Context: an optimization exercise on an open-source flow, tuned for small area, a short achievable clock period and few clock cycles per item. The choices shown serve that exercise and are no tape-out recipe.
No functional check of the RTL was part of this run.

===== design/flow/config.mk =====
export PLATFORM = sky130hd
export DESIGN_NAME = wt_sine
export DESIGN_NICKNAME = wt_sine
export VERILOG_FILES = /design/flow/design.v
export SDC_FILE = /design/flow/constraint.sdc
export NUM_CORES = 4
export LEC_CHECK = 0
export CAP_MARGIN = 20
export CORE_MARGIN = 2
export CORE_UTILIZATION = 25
export PLACE_DENSITY = 0.35
export SLEW_MARGIN = 20
export SYNTH_MEMORY_MAX_BITS = 65536

===== design/flow/constraint.sdc =====
create_clock -name core_clock -period 100.0 [get_ports {clk}]
set_input_delay 20.0000 -clock core_clock [delete_from_list [all_inputs] [get_ports {clk}]]
set_output_delay 20.0000 -clock core_clock [all_outputs]
set_load 0.01 [all_outputs]

===== design/flow/design.v =====
module fp_add (
  input  [31:0] a,
  input  [31:0] b,
  output [31:0] y
);
  wire [7:0]  ea_f = a[30:23];
  wire [7:0]  eb_f = b[30:23];
  wire [7:0]  ea   = (ea_f == 8'd0) ? 8'd1 : ea_f;
  wire [7:0]  eb   = (eb_f == 8'd0) ? 8'd1 : eb_f;
  wire [23:0] ma   = {ea_f != 8'd0, a[22:0]};
  wire [23:0] mb   = {eb_f != 8'd0, b[22:0]};
  wire        a_big = {ea, ma} >= {eb, mb};
  wire        s_l = a_big ? a[31] : b[31];
  wire        s_s = a_big ? b[31] : a[31];
  wire [7:0]  e_l = a_big ? ea : eb;
  wire [7:0]  e_s = a_big ? eb : ea;
  wire [23:0] m_l = a_big ? ma : mb;
  wire [23:0] m_s = a_big ? mb : ma;
  wire [7:0]  d   = e_l - e_s;
  wire [26:0] ms_x = {m_s, 3'b000};
  reg  [26:0] ms_al;
  reg  [26:0] lost;
  always @* begin
    lost = 27'd0;
    if (d >= 8'd27) begin
      ms_al = {26'd0, |m_s};
    end else begin
      lost  = ms_x & ~({27{1'b1}} << d);
      ms_al = ms_x >> d;
      ms_al[0] = ms_al[0] | (|lost);
    end
  end
  wire [27:0] sum = (s_l == s_s) ? ({1'b0, m_l, 3'b000} + {1'b0, ms_al})
                                 : ({1'b0, m_l, 3'b000} - {1'b0, ms_al});
  wire [26:0] v  = sum[27] ? {sum[27:2], sum[1] | sum[0]} : sum[26:0];
  wire [8:0]  e1 = sum[27] ? {1'b0, e_l} + 9'd1 : {1'b0, e_l};
  integer i;
  reg [4:0] lz;
  always @* begin
    lz = 5'd27;
    for (i = 0; i < 27; i = i + 1)
      if (v[i]) lz = 26 - i;
  end
  wire [8:0]  lim = e1 - 9'd1;
  wire [8:0]  k   = ({4'd0, lz} < lim) ? {4'd0, lz} : lim;
  wire [26:0] v2  = v << k;
  wire [8:0]  e2  = e1 - k;
  wire [23:0] m  = v2[26:3];
  wire        g  = v2[2];
  wire        rs = v2[1] | v2[0];
  wire        up = g & (rs | m[0]);
  wire [24:0] mr = {1'b0, m} + {24'd0, up};
  wire [8:0]  e_out = mr[24] ? e2 + 9'd1 : (mr[23] ? e2 : 9'd0);
  wire [22:0] m_out = mr[24] ? mr[23:1] : mr[22:0];
  wire        zero  = (v == 27'd0);
  assign y = zero ? {s_l & s_s, 31'd0} : {s_l, e_out[7:0], m_out};
endmodule
module fp_mul (
  input  [31:0] a,
  input  [31:0] b,
  output [31:0] y
);
  wire        s    = a[31] ^ b[31];
  wire [7:0]  ea_f = a[30:23];
  wire [7:0]  eb_f = b[30:23];
  wire [9:0]  ea   = (ea_f == 8'd0) ? 10'd1 : {2'b00, ea_f};
  wire [9:0]  eb   = (eb_f == 8'd0) ? 10'd1 : {2'b00, eb_f};
  wire [23:0] ma   = {ea_f != 8'd0, a[22:0]};
  wire [23:0] mb   = {eb_f != 8'd0, b[22:0]};
  wire [47:0] p = ma * mb;
  integer i;
  reg [5:0] lz;
  always @* begin
    lz = 6'd48;
    for (i = 0; i < 48; i = i + 1)
      if (p[i]) lz = 47 - i;
  end
  wire [47:0]        pn = p << lz;
  wire signed [11:0] e  = $signed({2'b00, ea}) + $signed({2'b00, eb}) - 12'sd126 - $signed({6'd0, lz});
  reg  [47:0] pd;
  reg         sticky;
  reg  [11:0] sh;
  always @* begin
    pd = pn;
    sticky = 1'b0;
    sh = 12'd0;
    if (e < 12'sd1) begin
      sh = 12'd1 - e;
      if (sh >= 12'd48) begin
        pd = 48'd0;
        sticky = |pn;
      end else begin
        pd = pn >> sh;
        sticky = |(pn & ~({48{1'b1}} << sh));
      end
    end
  end
  wire [9:0]  ef = (e < 12'sd1) ? 10'd1 : e[9:0];
  wire [23:0] m  = pd[47:24];
  wire        g  = pd[23];
  wire        st = (|pd[22:0]) | sticky;
  wire        up = g & (st | m[0]);
  wire [24:0] mr = {1'b0, m} + {24'd0, up};
  wire [9:0]  e_out = mr[24] ? ef + 10'd1 : (mr[23] ? ef : 10'd0);
  wire [22:0] m_out = mr[24] ? mr[23:1] : mr[22:0];
  wire        zero  = (p == 48'd0);
  assign y = zero ? {s, 31'd0} : {s, e_out[7:0], m_out};
endmodule
module wt_split #(
  parameter SCALE = 9
) (
  input  [31:0] x,
  output reg [9:0]  ipart,
  output reg [31:0] fpart
);
  wire [7:0]        e_f   = x[30:23];
  wire [23:0]       sig   = {e_f != 8'd0, x[22:0]};
  wire [9:0]        e_eff = (e_f == 8'd0) ? 10'd1 : {2'b00, e_f};
  wire signed [10:0] ep   = $signed({1'b0, e_eff}) - 11'sd127 + SCALE;
  reg  [23:0]       f;       
  reg  signed [10:0] fs;
  reg  [4:0]        sh;
  reg  [33:0]       wide;
  always @* begin
    f = 24'd0;
    fs = 11'sd0;
    sh = 5'd0;
    wide = 34'd0;
    ipart = 10'd0;
    if (ep >= 11'sd23) begin
      if (ep - 11'sd23 < 11'sd10) begin
        wide = {10'd0, sig} << (ep - 11'sd23);
        ipart = wide[9:0];
      end
    end else if (ep >= 11'sd0) begin
      sh = 5'd23 - ep[4:0];
      ipart = sig >> sh;
      f = sig & ~({24{1'b1}} << sh);
      fs = -$signed({6'd0, sh});
    end else begin
      f = sig;
      fs = ep - 11'sd23;
    end
  end
  integer i;
  reg [4:0] msb;
  always @* begin
    msb = 5'd0;
    for (i = 0; i < 24; i = i + 1)
      if (f[i]) msb = i;
  end
  wire signed [10:0] eb  = $signed({6'd0, msb}) + fs + 11'sd127;
  wire [23:0]        fn  = f << (5'd23 - msb);
  wire [10:0]        dsh = fs + 11'sd149;
  wire [23:0]        fd  = f << dsh;
  always @* begin
    if (f == 24'd0)
      fpart = 32'd0;
    else if (eb >= 11'sd1)
      fpart = {1'b0, eb[7:0], fn[22:0]};
    else
      fpart = {1'b0, 8'd0, fd[22:0]};
  end
endmodule
module wt_sine (
  input             clk,
  input             rst,
  input             in_valid,
  output            in_ready,
  input      [1:0]  in_op,
  input      [31:0] in_a,
  input      [31:0] in_b,
  output reg        out_valid,
  input             out_ready,
  output reg [31:0] out_data,
  output reg [1:0]  out_fault
);
  localparam OP_SINE   = 2'd0;
  localparam OP_SINENW = 2'd1;
  localparam OP_SINEPM = 2'd2;
  localparam OP_SINERAW = 2'd3;
  localparam F_NONE      = 2'd0;
  localparam F_NONFINITE = 2'd1;
  localparam F_CONTRACT  = 2'd2;
  localparam [31:0] ONE = 32'h3f800000;
  reg [31:0] rom [0:640];
  initial $readmemh("sine_table.hex", rom);
  wire a_nonfinite = &in_a[30:23];
  wire b_nonfinite = &in_b[30:23];
  wire a_neg       = in_a[31] && (in_a[30:0] != 31'd0);
  wire [31:0] f_abs;
  wire [31:0] w_neg;
  wt_split #(.SCALE(0)) u_frac (.x(in_a), .ipart(), .fpart(f_abs));
  fp_add u_wsub (.a(ONE), .b({1'b1, f_abs[30:0]}), .y(w_neg));
  wire [31:0] w = (w_neg == ONE) ? 32'd0 : w_neg;
  wire [31:0] sp_in = (in_op == OP_SINE && a_neg) ? w : in_a;
  wire [9:0]  sp_i;
  wire [31:0] sp_fr;
  wt_split #(.SCALE(9)) u_split (.x(sp_in), .ipart(sp_i), .fpart(sp_fr));
  wire nw_range_bad = a_neg || (in_a[30:0] >= 31'h3fa00000);
  wire [31:0] pm_a;
  fp_add u_pmadd (.a(in_b), .b(32'h42000000), .y(pm_a));
  wire pm_range_bad = (pm_a[31] && pm_a[30:0] != 31'd0) || (pm_a[30:0] >= 31'h42800000);
  wire [7:0]  pm_e   = pm_a[30:23];
  wire [23:0] pm_sig = {1'b1, pm_a[22:0]};
  reg  [31:0] pm_k;    
  always @* begin
    if (pm_e == 8'd0)
      pm_k = 32'd0;
    else if (pm_e >= 8'd124)
      pm_k = {8'd0, pm_sig} << (pm_e - 8'd124);
    else if (8'd124 - pm_e >= 8'd24)
      pm_k = 32'd0;
    else
      pm_k = {8'd0, pm_sig} >> (8'd124 - pm_e);
  end
  wire [31:0] pm_off = {pm_k[25:0], 6'd0};
  wire [31:0] ph     = in_a + pm_off;
  integer i;
  reg [4:0] r_msb;
  always @* begin
    r_msb = 5'd0;
    for (i = 0; i < 23; i = i + 1)
      if (ph[i]) r_msb = i;
  end
  wire [22:0] r_norm = ph[22:0] << (5'd23 - r_msb);
  wire [7:0]  r_exp  = {3'd0, r_msb} + 8'd104;
  wire [31:0] pm_fr  = (ph[22:0] == 23'd0) ? 32'd0 : {1'b0, r_exp, r_norm};
  reg [9:0]  idx;
  reg [31:0] fr;
  reg [1:0]  fault;
  always @* begin
    idx = 10'd0;
    fr = 32'd0;
    fault = F_NONE;
    case (in_op)
      OP_SINE: begin
        idx = {1'b0, sp_i[8:0]};
        fr = sp_fr;
        if (a_nonfinite) fault = F_NONFINITE;
      end
      OP_SINENW: begin
        idx = sp_i;
        fr = sp_fr;
        if (a_nonfinite) fault = F_NONFINITE;
        else if (nw_range_bad) fault = F_CONTRACT;
      end
      OP_SINEPM: begin
        idx = {1'b0, ph[31:23]};
        fr = pm_fr;
        if (b_nonfinite) fault = F_NONFINITE;
        else if (pm_range_bad) fault = F_CONTRACT;
      end
      default: begin
        idx = {1'b0, in_a[31:23]};
        fr = 32'd0;
      end
    endcase
  end
  wire [31:0] t_a = rom[idx];
  wire [31:0] t_b = rom[idx + 10'd1];
  wire [31:0] diff;
  wire [31:0] prod;
  wire [31:0] res;
  fp_add u_diff (.a(t_b), .b({~t_a[31], t_a[30:0]}), .y(diff));
  fp_mul u_prod (.a(diff), .b(fr), .y(prod));
  fp_add u_sum  (.a(t_a), .b(prod), .y(res));
  assign in_ready = !out_valid || out_ready;
  always @(posedge clk) begin
    if (rst) begin
      out_valid <= 1'b0;
    end else if (in_ready) begin
      out_valid <= in_valid;
      if (in_valid) begin
        out_fault <= fault;
        out_data <= (fault == F_NONE) ? res : 32'd0;
      end
    end
  end
endmodule

===== design/flow/sine_table.hex =====
00000000
3c490e90
3cc90ab0
3d16c32c
3d48fb30
3d7b2b74
3d96a905
3dafb680
3dc8bd36
3de1bc2e
3dfab273
3e09cf86
3e164083
3e22abb6
3e2f10a2
3e3b6ecf
3e47c5c2
3e541501
3e605c13
3e6c9a7f
3e78cfcc
3e827dc0
3e888e93
3e8e9a22
3e94a031
3e9aa086
3ea09ae5
3ea68f12
3eac7cd4
3eb263ef
3eb8442a
3ebe1d4a
3ec3ef15
3ec9b953
3ecf7bca
3ed53641
3edae880
3ee0924f
3ee63375
3eebcbbb
3ef15aea
3ef6e0cb
3efc5d27
3f00e7e4
3f039c3d
3f064b82
3f08f59b
3f0b9a6b
3f0e39da
3f10d3cd
3f13682a
3f15f6d9
3f187fc0
3f1b02c6
3f1d7fd1
3f1ff6cb
3f226799
3f24d225
3f273656
3f299415
3f2beb4a
3f2e3bde
3f3085bb
3f32c8c9
3f3504f3
3f373a23
3f396842
3f3b8f3b
3f3daef9
3f3fc767
3f41d870
3f43e200
3f45e403
3f47de65
3f49d112
3f4bbbf8
3f4d9f02
3f4f7a1f
3f514d3d
3f531849
3f54db31
3f5695e5
3f584853
3f59f26a
3f5b941a
3f5d2d53
3f5ebe05
3f604621
3f61c598
3f633c5a
3f64aa59
3f660f88
3f676bd8
3f68bf3c
3f6a09a7
3f6b4b0c
3f6c835e
3f6db293
3f6ed89e
3f6ff573
3f710908
3f721352
3f731447
3f740bdd
3f74fa0b
3f75dec6
3f76ba07
3f778bc5
3f7853f8
3f791298
3f79c79d
3f7a7302
3f7b14be
3f7baccd
3f7c3b28
3f7cbfc9
3f7d3aac
3f7dabcc
3f7e1324
3f7e70b0
3f7ec46d
3f7f0e58
3f7f4e6d
3f7f84ab
3f7fb10f
3f7fd397
3f7fec43
3f7ffb11
3f800000
3f7ffb11
3f7fec43
3f7fd397
3f7fb10f
3f7f84ab
3f7f4e6d
3f7f0e58
3f7ec46d
3f7e70b0
3f7e1324
3f7dabcc
3f7d3aac
3f7cbfc9
3f7c3b28
3f7baccd
3f7b14be
3f7a7302
3f79c79d
3f791298
3f7853f8
3f778bc5
3f76ba07
3f75dec6
3f74fa0b
3f740bdd
3f731447
3f721352
3f710908
3f6ff573
3f6ed89e
3f6db293
3f6c835e
3f6b4b0c
3f6a09a7
3f68bf3c
3f676bd8
3f660f88
3f64aa59
3f633c5a
3f61c598
3f604621
3f5ebe05
3f5d2d53
3f5b941a
3f59f26a
3f584853
3f5695e5
3f54db31
3f531849
3f514d3d
3f4f7a1f
3f4d9f02
3f4bbbf8
3f49d112
3f47de65
3f45e403
3f43e200
3f41d870
3f3fc767
3f3daef9
3f3b8f3b
3f396842
3f373a23
3f3504f3
3f32c8c9
3f3085bb
3f2e3bde
3f2beb4a
3f299415
3f273656
3f24d225
3f226799
3f1ff6cb
3f1d7fd1
3f1b02c6
3f187fc0
3f15f6d9
3f13682a
3f10d3cd
3f0e39da
3f0b9a6b
3f08f59b
3f064b82
3f039c3d
3f00e7e4
3efc5d27
3ef6e0cb
3ef15aea
3eebcbbb
3ee63375
3ee0924f
3edae880
3ed53641
3ecf7bca
3ec9b953
3ec3ef15
3ebe1d4a
3eb8442a
3eb263ef
3eac7cd4
3ea68f12
3ea09ae5
3e9aa086
3e94a031
3e8e9a22
3e888e93
3e827dc0
3e78cfcc
3e6c9a7f
3e605c13
3e541501
3e47c5c2
3e3b6ecf
3e2f10a2
3e22abb6
3e164083
3e09cf86
3dfab273
3de1bc2e
3dc8bd36
3dafb680
3d96a905
3d7b2b74
3d48fb30
3d16c32c
3cc90ab0
3c490e90
00000000
bc490e90
bcc90ab0
bd16c32c
bd48fb30
bd7b2b74
bd96a905
bdafb680
bdc8bd36
bde1bc2e
bdfab273
be09cf86
be164083
be22abb6
be2f10a2
be3b6ecf
be47c5c2
be541501
be605c13
be6c9a7f
be78cfcc
be827dc0
be888e93
be8e9a22
be94a031
be9aa086
bea09ae5
bea68f12
beac7cd4
beb263ef
beb8442a
bebe1d4a
bec3ef15
bec9b953
becf7bca
bed53641
bedae880
bee0924f
bee63375
beebcbbb
bef15aea
bef6e0cb
befc5d27
bf00e7e4
bf039c3d
bf064b82
bf08f59b
bf0b9a6b
bf0e39da
bf10d3cd
bf13682a
bf15f6d9
bf187fc0
bf1b02c6
bf1d7fd1
bf1ff6cb
bf226799
bf24d225
bf273656
bf299415
bf2beb4a
bf2e3bde
bf3085bb
bf32c8c9
bf3504f3
bf373a23
bf396842
bf3b8f3b
bf3daef9
bf3fc767
bf41d870
bf43e200
bf45e403
bf47de65
bf49d112
bf4bbbf8
bf4d9f02
bf4f7a1f
bf514d3d
bf531849
bf54db31
bf5695e5
bf584853
bf59f26a
bf5b941a
bf5d2d53
bf5ebe05
bf604621
bf61c598
bf633c5a
bf64aa59
bf660f88
bf676bd8
bf68bf3c
bf6a09a7
bf6b4b0c
bf6c835e
bf6db293
bf6ed89e
bf6ff573
bf710908
bf721352
bf731447
bf740bdd
bf74fa0b
bf75dec6
bf76ba07
bf778bc5
bf7853f8
bf791298
bf79c79d
bf7a7302
bf7b14be
bf7baccd
bf7c3b28
bf7cbfc9
bf7d3aac
bf7dabcc
bf7e1324
bf7e70b0
bf7ec46d
bf7f0e58
bf7f4e6d
bf7f84ab
bf7fb10f
bf7fd397
bf7fec43
bf7ffb11
bf800000
bf7ffb11
bf7fec43
bf7fd397
bf7fb10f
bf7f84ab
bf7f4e6d
bf7f0e58
bf7ec46d
bf7e70b0
bf7e1324
bf7dabcc
bf7d3aac
bf7cbfc9
bf7c3b28
bf7baccd
bf7b14be
bf7a7302
bf79c79d
bf791298
bf7853f8
bf778bc5
bf76ba07
bf75dec6
bf74fa0b
bf740bdd
bf731447
bf721352
bf710908
bf6ff573
bf6ed89e
bf6db293
bf6c835e
bf6b4b0c
bf6a09a7
bf68bf3c
bf676bd8
bf660f88
bf64aa59
bf633c5a
bf61c598
bf604621
bf5ebe05
bf5d2d53
bf5b941a
bf59f26a
bf584853
bf5695e5
bf54db31
bf531849
bf514d3d
bf4f7a1f
bf4d9f02
bf4bbbf8
bf49d112
bf47de65
bf45e403
bf43e200
bf41d870
bf3fc767
bf3daef9
bf3b8f3b
bf396842
bf373a23
bf3504f3
bf32c8c9
bf3085bb
bf2e3bde
bf2beb4a
bf299415
bf273656
bf24d225
bf226799
bf1ff6cb
bf1d7fd1
bf1b02c6
bf187fc0
bf15f6d9
bf13682a
bf10d3cd
bf0e39da
bf0b9a6b
bf08f59b
bf064b82
bf039c3d
bf00e7e4
befc5d27
bef6e0cb
bef15aea
beebcbbb
bee63375
bee0924f
bedae880
bed53641
becf7bca
bec9b953
bec3ef15
bebe1d4a
beb8442a
beb263ef
beac7cd4
bea68f12
bea09ae5
be9aa086
be94a031
be8e9a22
be888e93
be827dc0
be78cfcc
be6c9a7f
be605c13
be541501
be47c5c2
be3b6ecf
be2f10a2
be22abb6
be164083
be09cf86
bdfab273
bde1bc2e
bdc8bd36
bdafb680
bd96a905
bd7b2b74
bd48fb30
bd16c32c
bcc90ab0
bc490e90
00000000
3c490e90
3cc90ab0
3d16c32c
3d48fb30
3d7b2b74
3d96a905
3dafb680
3dc8bd36
3de1bc2e
3dfab273
3e09cf86
3e164083
3e22abb6
3e2f10a2
3e3b6ecf
3e47c5c2
3e541501
3e605c13
3e6c9a7f
3e78cfcc
3e827dc0
3e888e93
3e8e9a22
3e94a031
3e9aa086
3ea09ae5
3ea68f12
3eac7cd4
3eb263ef
3eb8442a
3ebe1d4a
3ec3ef15
3ec9b953
3ecf7bca
3ed53641
3edae880
3ee0924f
3ee63375
3eebcbbb
3ef15aea
3ef6e0cb
3efc5d27
3f00e7e4
3f039c3d
3f064b82
3f08f59b
3f0b9a6b
3f0e39da
3f10d3cd
3f13682a
3f15f6d9
3f187fc0
3f1b02c6
3f1d7fd1
3f1ff6cb
3f226799
3f24d225
3f273656
3f299415
3f2beb4a
3f2e3bde
3f3085bb
3f32c8c9
3f3504f3
3f373a23
3f396842
3f3b8f3b
3f3daef9
3f3fc767
3f41d870
3f43e200
3f45e403
3f47de65
3f49d112
3f4bbbf8
3f4d9f02
3f4f7a1f
3f514d3d
3f531849
3f54db31
3f5695e5
3f584853
3f59f26a
3f5b941a
3f5d2d53
3f5ebe05
3f604621
3f61c598
3f633c5a
3f64aa59
3f660f88
3f676bd8
3f68bf3c
3f6a09a7
3f6b4b0c
3f6c835e
3f6db293
3f6ed89e
3f6ff573
3f710908
3f721352
3f731447
3f740bdd
3f74fa0b
3f75dec6
3f76ba07
3f778bc5
3f7853f8
3f791298
3f79c79d
3f7a7302
3f7b14be
3f7baccd
3f7c3b28
3f7cbfc9
3f7d3aac
3f7dabcc
3f7e1324
3f7e70b0
3f7ec46d
3f7f0e58
3f7f4e6d
3f7f84ab
3f7fb10f
3f7fd397
3f7fec43
3f7ffb11
3f800000

===== design/flow/run.sh =====
#!/bin/bash
# synth_recipe.tcl (not shown) runs the flow's synth.tcl, then flattens the netlist and writes it again
# the make line also repeats each setting of config.mk as NAME=value (left out here)
make -C /OpenROAD-flow-scripts/flow DESIGN_CONFIG=/design/flow/config.mk WORK_HOME=/design/flow/orfs CLKGATE_MAP_FILE= SYNTH_SCRIPT=/design/flow/synth_recipe.tcl finish

==> metrics.sh <==
SYNTH_LARGEST_TYPE_AREA_FRACTION_PCT=9.80
PATH_MAX_FANOUT=41
DETAILED_PLACE_HPWL_MM=601
SEQ_AREA_MM2=0.00104
SYNTHARSTFLOPSHARE_PCT=0
HTREE_NUM_LEVELS=2
SYNTHTOLAYOUTAREAGROWTH_PCT=16.0
DRV_CAP=0
FINAL.SETUP_SKEW_NS=0.0130
INITIAL_CORE_UTIL_PCT=25.1
SETUP.WORST_PATH.START_CLASS='input port'
DESIGN.CORE.AREA_MM2=0.402
SYNTHDOMINANTAREACELLTYPE='sky130_fd_sc_hd__fa_1'
GR-TOTAL-OVERFLOW=0
MIN_PERIOD_NS=95.25
CLKLATENCYLATEPIN_NS=0.30
MAXCLOCKFREQUENCY_MHz=10.5
YS_SEQ_AREA_SHARE_PCT=1.03
GRT_FIRST_PASS_WIRELENGTH_MM=1050
GRT_START_MAX_NET_PINS=102
DRC_VIOLATIONS_LEFT=0
REPORT.FINAL.HOLD_VIOL_COUNT=0
FINAL_NETS=16800
FIN_CRIT_SH_PCT=95.3
FILLER_CELL_COUNT=45400
POST_SYNTH_MAIN_AREA_CONTRIBUTORS='sky130_fd_sc_hd__fa_1 (9.8%), sky130_fd_sc_hd__ha_1 (7.5%), sky130_fd_sc_hd__nand2_1 (7.0%)'
DIEWIDTH_UM=639
PLACEMENTROWS=233
MOST_INSTANTIATED_LIBRARY_CELL_AFTER_SYNTHESIS='sky130_fd_sc_hd__nand2_1'
CRITICAL_PATH.SLOWEST_CELL='sky130_fd_sc_hd__nor3_1'
FLOORPLAN.DIE_AREA_MM2=0.409
WORST_HOLD_CHECK_SLACK_NS=0.690
CTS_MAX_PATH_BUFFERS=2
END_KIND='register'
CRITICAL_PATH.MAX_STAGE_DELAY_NS=0.99
YOSYSWARNINGCOUNT=5
NUM_VIAS=134000
REPORT.FINAL.SETUP_VIOL=0
NUMCLOCKSINKS=35
SETUP_WS_NS=4.75
MOST_PREVALENT_STANDARD_CELL_ON_THE_CRITICAL_PATH='sky130_fd_sc_hd__nor2_1'
YOSYS_MOST_USED_DFF='sky130_fd_sc_hd__edfxtp_1'
POST_SYNTH_NUM_CELL_TYPES=158
CRITPATHARRIVALTIME_NS=95.29
MULTI_INPUT_COMBINATIONAL_CELL_AREA_MM2=0.0949
ROUTE.DETAILED.VIAS_PER_INST=6.40
SYNTH_ENABLE_FLOP_CELLS=34
MEASURED_SLEW_AT_THE_WORST_SLEW_CHECK_PIN_NS=1.34
ANTENNA_FOUND_INITIAL=67
CRITPATHREQUIREDTIME_NS=100.03
WORST_PATH_CLK_SLEW_NS=0.07
TOTAL_ITERATIONS_OF_THE_FIRST_DETAILED_ROUTING_RUN=6
DRT-INITIAL-DRC-COUNT=15900
TIMING.SETUP.CRITICAL_PATH_CLASS='input port to register'
NETLIST_TOP_CELLS_COUNT='sky130_fd_sc_hd__nand2_1 (1885), sky130_fd_sc_hd__nor2_1 (1542), sky130_fd_sc_hd__a21oi_1 (1251)'
DRT_WL_TOTAL_MM=764
MASTER_CELL_OF_THE_CLOCK_ROOT_BUFFER='sky130_fd_sc_hd__clkbuf_16'
WORSTHOLDPATHTYPE='register to register'
RUN_STATUS='finished clean'
TIMING_MAX_TRANSITION_VIOLATIONS_FINAL=0
TRACK_USAGE_PCT=35.5
TRITONCTS='yes'
AVGSYNTHCELLAREA_UM2=6.55
CTS.HOLD.BUFFERS_ADDED=0
PRECTSSETUPSLACK_NS=-2.33
SYNTH_SEQ_CELLS=35
WIRE_PER_INST_UM=36.5
SLEW_HEADROOM_PCT=10.5
LAYOUT_CELLS_SIZED_ABOVE_1_PCT=14.1
CTS_MADE_BUFFERS=5
SYNTH.CELL_AREA_MM2=0.101
POSTSYNTHCELLCOUNT=15400
GRT_PASS1_VIAS=129000
DIE_HEIGHT_UM=639
ROUTABILITYCONGESTION=1.03
IOS=106
ANTENNA_VIOLATING_NETS_REMAINING=0
IO_BUFFERS=105
-- state kept, by name, summed over array words and instances (netlist names) --
signal,flops
out_fault,2
out_valid,1
out_data,32
-- what timing repair did --
item,in CTS,in global routing
gates cloned,0,9
pin swaps,6,63
endpoints found under the hold margin,0,0
resized for setup,33,532
setup endpoints to repair,31,32
setup buffers,17,97
-- per-layer routing --
layer  track usage (%)  share of wire (%)
met3              6.95                8.5
met4              15.1                5.3
met1              48.2                 44
met5                 0              0.043
met2              54.4                 43
-- worst max-delay path: cells and delay by family --
kind	cells	cell delay (ns)
AOI/OAI and AO/OA	172	33.58
and+or+nand+nor	144	23.66
adders and majority gates	27	9.16
buffers and inverters	38	6.80
xor gates and xnor gates	6	1.24
muxes	2	0.50
-- cell usage in the layout (no fill, tap or decap), drive strengths merged, types with 92 or more instances in the layout --
cell type / count
a31oi: 261
nor2b: 121
a21oi: 1265
a211oi: 320
ha: 606
o21ai: 1033
xor2: 106
buf: 1258
nor3: 531
a22oi: 105
nand3: 552
a221oi: 98
xnor2: 267
o21bai: 143
or3: 122
o31ai: 150
o22ai: 193
fa: 494
o32ai: 92
a21o: 203
o21a: 120
mux2i: 342
inv: 809
and3: 140
and2: 193
nor2: 1555
nor4: 177
nand4: 192
nand2: 1895
clkdlybuf4s50: 100
o211ai: 272
nand2b: 162
o221ai: 106
-- path summary, 6_finish.rpt --
| check | from | slack, ns | depth (start not counted) | to |
|---|---|---|---|---|
| max | in_a[27] | 4.75 | 389 | out_data[12]$_SDFFCE_PP0P_ |
| min reg2reg | out_valid$_SDFFE_PP0P_ | 0.69 | 3 | out_valid$_SDFFE_PP0P_ |
| min | out_valid$_SDFFE_PP0P_ | 0.69 | 3 | out_valid$_SDFFE_PP0P_ |
| max reg2reg | out_valid$_SDFFE_PP0P_ | 98.39 | 3 | out_data[17]$_SDFFCE_PP0P_ |
-- logic make-up after synthesis --
| logic type | count (synthesis) | share of synthesized area [%] |
|---|---|---|
| xor gates and xnor gates | 374 | 3.27 |
| other | 1 | 0.00372 |
| and+or+nand+nor | 5921 | 27.7 |
| buffers and inverters | 1986 | 8.00 |
| AOI/OAI and AO/OA | 5520 | 37.6 |
| adders and majority gates | 1103 | 17.3 |
| DFF | 35 | 1.03 |
| muxes | 458 | 5.06 |
-- final cells by class --
cell class,count,share of cell area [%]
Antenna cell,47,0.100
Multi-Input combinational cell,13400,81.0
Tap cell,5287,5.65
Timing Repair Buffer,1367,9.52
Inverter,821,2.66
Sequential cell,35,0.889
Clock inverter,3,0.0374
Clock buffer,5,0.107
-- stage by stage --
step / area (µm²) / utilization (%) / setup TNS, ns / cells
after detailed placement: 113000 / 28.2 / -66.02 / 20800
after floorplan: 101000 / - / 0 / 15400
after global placement: 113000 / 28.1 / -72.02 / 20800
final: 117000 / 29.1 / 0 / 21000
after global routing: 117000 / 29.1 / -2.29 / 20900
after CTS: 114000 / 28.3 / 0 / 20800

separate check: timing with driven ports:
How much do the figures lean on ideal ports? The routed layout below was timed once more, with nothing changed but the port constraints. Step 1: set_driving_cell puts a clkbuf_16 on clk and a buf_2 on each other input, an assumption about the parent block. Step 2 also shifts input and output timing later by t, the mid clock arrival at the registers, as if the neighbouring blocks saw the same clock. Three values: ideal, step 1, step 2; two values: the first two.
t, ns: 0.363
setup slack, ns: 4.747 / 4.794 / 4.430
pins driven straight from the clock port: 1
After both steps setup and hold are still met in this run. The setup slack of this run moves by +0.047 ns with the drivers and by -0.317 ns with both steps.
